This is an optimization exercise on Yosys and OpenROAD, whose aim is small area, not a production implementation.
Only simulation tests tie the RTL to the original design; equivalence was not proved.
The clock port is modelled as an ideal driver, which makes a skipped or thinned clock tree look cheaper than it is; a real chip needs a root buffer or a tree.
Power figures rest on the tool's default switching activity, not on a simulated workload.

==> yarrow <==
// termostato_sig
module termostato_sig (
    input  wire        clk,
    input  wire        rst,         
    input  wire        cmd_valid,   
    input  wire [31:0] cmd,
    output wire        cmd_ready,   
    output wire        rsp_valid,   
    output wire [31:0] rsp,
    output reg         led_dout,
    output reg         servo_out
);
clock: 10.0 ns
lec_check: 0
cap_margin: 20
core_margin: 2
core_utilization: 40
slew_margin: 20
standard.sh (not shown) runs the stock make flow with config.mk's settings and CLKGATE_MAP_FILE= SYNTH_SCRIPT=/design/flow/synth_recipe.tcl, a recipe that flattens the netlist after the stock synthesis.
==> flow/flow/run.sh <==
#!/bin/bash
# The standard layout, with four changes:
#  - after the standard synthesis, the combinational logic is remapped with
#    several area-oriented ABC scripts (flow/reopt.tcl); each result is proved
#    equivalent to the standard netlist (flow/check.tcl) and the smallest
#    proven one is kept; the registers are untouched;
#  - ports are buffered with sky130_fd_sc_hd__buf_1 instead of clkdlybuf4s50_1;
#  - constant outputs share one tie cell;
#  - after CTS, the clock tree is rebuilt flat (flow/clock_tree.tcl): the
#    clock port drives 3 or 4 leaf buffers, each driving one balanced cluster
#    of flip-flops, with the worst clock-pin slew kept under CLOCK_SLEW_TARGET.
set -euo pipefail
W=$(pwd)
R=$W/orfs/results/$FLOW_PLATFORM/termostato_sig/base
export BUFFER_PORTS_ARGS="-buffer_cell sky130_fd_sc_hd__buf_1"
export SKIP_REPAIR_TIE_FANOUT=1
export CTS_ARGS="-sink_clustering_enable -repair_clock_nets -dont_use_dummy_load"
export POST_CTS_TCL=$W/flow/clock_tree.tcl CLOCK_PORT=clk CLOCK_SLEW_TARGET=0.115

bash standard.sh $R/1_2_yosys.v > synth.log 2>&1
cp $R/1_2_yosys.v $W/1_2_yosys_standard.v

export REOPT_LIB=$FLOW_HOME/platforms/sky130hd/lib/sky130_fd_sc_hd__tt_025C_1v80.lib
export REOPT_IN=$W/1_2_yosys_standard.v REOPT_TOP=$FLOW_TOP
R2="balance;rewrite;refactor;balance;rewrite;rewrite -z;balance;refactor -z;rewrite -z;balance"
NF="&dch -f;&nf -p -R 1000 -F 10 -A 10 -C 32"
SCRIPTS=(
  "+strash;dc2;$R2;dch -f;amap;topo"
  "+strash;dc2;$R2;dch -f;amap;strash;dch -f;amap;topo"
)
for seed in 1 3 5 7 9 11 13 15; do
  SCRIPTS+=("+strash;&get -n;&deepsyn -T 30 -S $seed;&put;&get -n;$NF;&put;topo")
done
# remap and prove each candidate, up to NUM_CORES at a time
candidate() {
  local i=$1 out=$W/1_2_yosys_reopt_$1.v
  REOPT_OUT=$out REOPT_SCRIPT="${SCRIPTS[$i]}" yosys -c $W/flow/reopt.tcl > reopt_$i.log 2>&1 || return 0
  if REOPT_OUT=$out yosys -c $W/flow/check.tcl > check_$i.log 2>&1; then
    echo proven > result_$i.txt
  fi
}
for i in "${!SCRIPTS[@]}"; do
  candidate $i &
  while (( $(jobs -rp | wc -l) >= ${NUM_CORES:-4} )); do sleep 1; done
done
wait
best=""; best_area=""
for i in "${!SCRIPTS[@]}"; do
  a=$(grep "Chip area for top module" reopt_$i.log 2>/dev/null | tail -1 | awk '{print $NF}')
  ok=failed; [[ -f result_$i.txt ]] && ok=proven
  echo "script $i: area ${a:-none}, equivalence $ok" >> reopt_choice.log
  [[ $ok == proven && -n "$a" ]] || continue
  if [[ -z "$best_area" ]] || awk "BEGIN{exit !($a < $best_area)}"; then
    best=$i; best_area=$a
  fi
done
if [[ -n "$best" ]]; then
  echo "chosen: script $best, area $best_area" >> reopt_choice.log
  cp $W/1_2_yosys_reopt_$best.v $R/1_2_yosys.v
else
  echo "chosen: the standard netlist" >> reopt_choice.log
fi
bash standard.sh > standard.log 2>&1
==> flow/flow/clock_tree.tcl <==
set slew_target [expr {[info exists ::env(CLOCK_SLEW_TARGET)] ? $::env(CLOCK_SLEW_TARGET) : 0.110}]
set configs {
  {4 sky130_fd_sc_hd__buf_6}
  {4 sky130_fd_sc_hd__clkbuf_8}
  {3 sky130_fd_sc_hd__buf_12}
  {4 sky130_fd_sc_hd__buf_8}
  {3 sky130_fd_sc_hd__clkbuf_16}
  {4 sky130_fd_sc_hd__buf_12}
  {4 sky130_fd_sc_hd__clkbuf_16}
}
set db [ord::get_db]
set block [ord::get_db_block]
set root_net [[$block findBTerm $::env(CLOCK_PORT)] getNet]

# the clock pins of all flip-flops, and the cells of the old tree
set sinks {}
set tree {}
set todo [list $root_net]
while {[llength $todo] > 0} {
  set net [lindex $todo 0]
  set todo [lrange $todo 1 end]
  foreach it [$net getITerms] {
    if {![$it isInputSignal]} { continue }
    set inst [$it getInst]
    if {[[$inst getMaster] isSequential]} {
      lappend sinks $it
    } else {
      lappend tree $inst
      foreach o [$inst getITerms] {
        if {[$o isOutputSignal] && [$o getNet] ne "NULL"} { lappend todo [$o getNet] }
      }
    }
  }
}
puts "clock_tree: [llength $sinks] clock pins, [llength $tree] cells in the CTS tree"

# remove the old tree
set old_nets {}
foreach inst $tree {
  foreach it [$inst getITerms] {
    set n [$it getNet]
    if {$n ne "NULL"} {
      if {$n ne $root_net} { lappend old_nets $n }
      $it disconnect
    }
  }
  odb::dbInst_destroy $inst
}
foreach it $sinks { $it disconnect }
foreach n [lsort -unique $old_nets] { odb::dbNet_destroy $n }

set pts {}
foreach it $sinks {
  set b [[$it getInst] getBBox]
  lappend pts [list [expr {([$b xMin] + [$b xMax]) / 2.0}] [expr {([$b yMin] + [$b yMax]) / 2.0}]]
}
set n [llength $pts]

proc dist {p c} { expr {abs([lindex $p 0] - [lindex $c 0]) + abs([lindex $p 1] - [lindex $c 1])} }
proc centres {pts assign leaves old} {
  set new {}
  for {set k 0} {$k < $leaves} {incr k} {
    set sx 0; set sy 0; set c 0
    foreach p $pts a $assign {
      if {$a == $k} { set sx [expr {$sx + [lindex $p 0]}]; set sy [expr {$sy + [lindex $p 1]}]; incr c }
    }
    if {$c > 0} { lappend new [list [expr {$sx / $c}] [expr {$sy / $c}]] } else { lappend new [lindex $old $k] }
  }
  return $new
}
# balanced k-means: start from the x-sorted split, then assign points greedily
# by distance with at most ceil(n / leaves) per cluster
proc clusters {pts leaves} {
  set n [llength $pts]
  set order [lsort -real -index 0 $pts]
  set cent {}
  for {set k 0} {$k < $leaves} {incr k} {
    set part [lrange $order [expr {$k * $n / $leaves}] [expr {($k + 1) * $n / $leaves - 1}]]
    lappend cent [lindex [centres $part [lrepeat [llength $part] 0] 1 {{0 0}}] 0]
  }
  set cap [expr {($n + $leaves - 1) / $leaves}]
  for {set iter 0} {$iter < 20} {incr iter} {
    set pairs {}
    set i 0
    foreach p $pts {
      for {set k 0} {$k < $leaves} {incr k} { lappend pairs [list [dist $p [lindex $cent $k]] $i $k] }
      incr i
    }
    set assign [lrepeat $n -1]
    set size [lrepeat $leaves 0]
    foreach pr [lsort -real -index 0 $pairs] {
      lassign $pr d i k
      if {[lindex $assign $i] >= 0 || [lindex $size $k] >= $cap} { continue }
      lset assign $i $k
      lset size $k [expr {[lindex $size $k] + 1}]
    }
    set cent [centres $pts $assign $leaves $cent]
  }
  return [list $assign $cent]
}

proc build {block db root_net sinks pts leaves cell} {
  lassign [clusters $pts $leaves] assign cent
  set made {}
  for {set k 0} {$k < $leaves} {incr k} {
    set inst [odb::dbInst_create $block [$db findMaster $cell] "clkleaf_$k"]
    set net [odb::dbNet_create $block "clknet_leaf_$k"]
    $net setSigType CLOCK
    [$inst findITerm A] connect $root_net
    [$inst findITerm X] connect $net
    set c [lindex $cent $k]
    $inst setLocation [expr {int([lindex $c 0])}] [expr {int([lindex $c 1])}]
    $inst setPlacementStatus PLACED
    foreach it $sinks a $assign {
      if {$a == $k} { $it connect $net }
    }
    lappend made $inst $net
  }
  return $made
}
proc unbuild {sinks made} {
  foreach it $sinks { $it disconnect }
  foreach {inst net} $made {
    foreach it [$inst getITerms] { if {[$it getNet] ne "NULL"} { $it disconnect } }
    odb::dbInst_destroy $inst
    odb::dbNet_destroy $net
  }
}
proc worst_clock_slew {sinks} {
  estimate_parasitics -placement
  set worst 0
  foreach it $sinks {
    set pin [get_pins "[[$it getInst] getName]/[[$it getMTerm] getName]"]
    set s [get_property $pin slew_max]
    if {$s > $worst} { set worst $s }
  }
  return $worst
}

$root_net setSigType CLOCK
set last [expr {[llength $configs] - 1}]
set i 0
foreach cfg $configs {
  lassign $cfg leaves cell
  set made [build $block $db $root_net $sinks $pts $leaves $cell]
  set s [worst_clock_slew $sinks]
  puts "clock_tree: $leaves x $cell: worst clock-pin slew $s ns (target $slew_target)"
  if {$s <= $slew_target || $i == $last} { break }
  unbuild $sinks $made
  incr i
}
puts "clock_tree: kept $leaves x $cell"

detailed_placement
check_placement -verbose
estimate_parasitics -placement
puts "clock_tree: worst clock-pin slew after legalisation [worst_clock_slew $sinks] ns"
Other scripts of this flow, unchanged in this note and not shown: flow/flow/check.tcl, flow/flow/reopt.tcl
==> onyx: changes against yarrow <==
--- a/flow/flow/run.sh
+++ b/flow/flow/run.sh
@@ -16,5 +16,5 @@
 export SKIP_REPAIR_TIE_FANOUT=1
 export CTS_ARGS="-sink_clustering_enable -repair_clock_nets -dont_use_dummy_load"
-export POST_CTS_TCL=$W/flow/clock_tree.tcl CLOCK_PORT=clk CLOCK_SLEW_TARGET=0.115
+export POST_CTS_TCL=$W/flow/clock_tree.tcl CLOCK_PORT=clk CLOCK_SLEW_TARGET=0.120
 
 bash standard.sh $R/1_2_yosys.v > synth.log 2>&1
@@ -29,5 +29,5 @@
   "+strash;dc2;$R2;dch -f;amap;strash;dch -f;amap;topo"
 )
-for seed in 1 3 5 7 9 11 13 15; do
+for seed in 1 2 3 4 5 6 7 8 9 10 11 12 13 14 15 16; do
   SCRIPTS+=("+strash;&get -n;&deepsyn -T 30 -S $seed;&put;&get -n;$NF;&put;topo")
 done
==> comparison table <==
quantity	yarrow	onyx
Starting utilization of the core area	40.7%	40.8%
Slew at the pin closest to its max-slew limit	1.04 ns	1.01 ns
Via count of the first global-routing pass	2,644	2,553
Post-Syn Instances	355	352
Period utilization	67.0%	68.1%
Sequential fraction of total cell area	49.7%	49.9%
Seq. pwr	0.382 mW	0.388 mW
Clock insertion delay at the later pin of the skew report	0.17 ns	0.14 ns
Final critical delay including setup and external delays	6.70 ns	6.81 ns
Detail Route met3 WL	316 um	379 um
Synthesized area per cell	9.90 sq um	9.95 sq um
Relative contribution of combinational cells to total power	16.6%	20.3%
Part of the power in the clock network	22.1%	20.0%
Die height	97.7 um	97.6 um
Placement-stage worst setup slack	3.44 ns	3.20 ns
Start point of the critical path	pk[4]$_SDFFE_PP1P_	pk[3]$_SDFFE_PP1P_
Placed Cells	503	501
Worst-case setup margin in the final layout	3.30 ns	3.19 ns
Outcome	complete, no violations	complete, no violations
Leak	1.31 nW	1.25 nW
Global-route wire length before repair	13,000 um	12,900 um
Total Routing Usage GR	16.8%	16.4%
Global placer's final weighted congestion	0.828	0.811
No run of this note takes its clock network from TritonCTS; it comes from the design's own scripts or RTL.

[separate check: timing with driven ports]
No port has a modelled driver above. Below, the same layouts with a new extraction and two added sets of constraints.
Step 1: set_driving_cell puts a clkbuf_16 on clk and a buf_2 on each other input, an assumption about the parent block.
Step 2 adds t to the input delays and takes it off the output delays; t is the mean of the earliest and latest rising clock arrival at the registers after step 1. Input paths then give back, and output paths get back, about the clock's delay inside the block.
Slacks: no drivers / after step 1 / after step 2; pairs: no drivers / after step 1.
run | t (ns) | setup slack, ns | worst setup path after step 2
yarrow | 0.227 | 3.304 / 3.238 / 3.418 | input to output
onyx | 0.202 | 3.188 / 3.123 / 3.198 | input to output
After both steps every run listed still meets setup and hold.
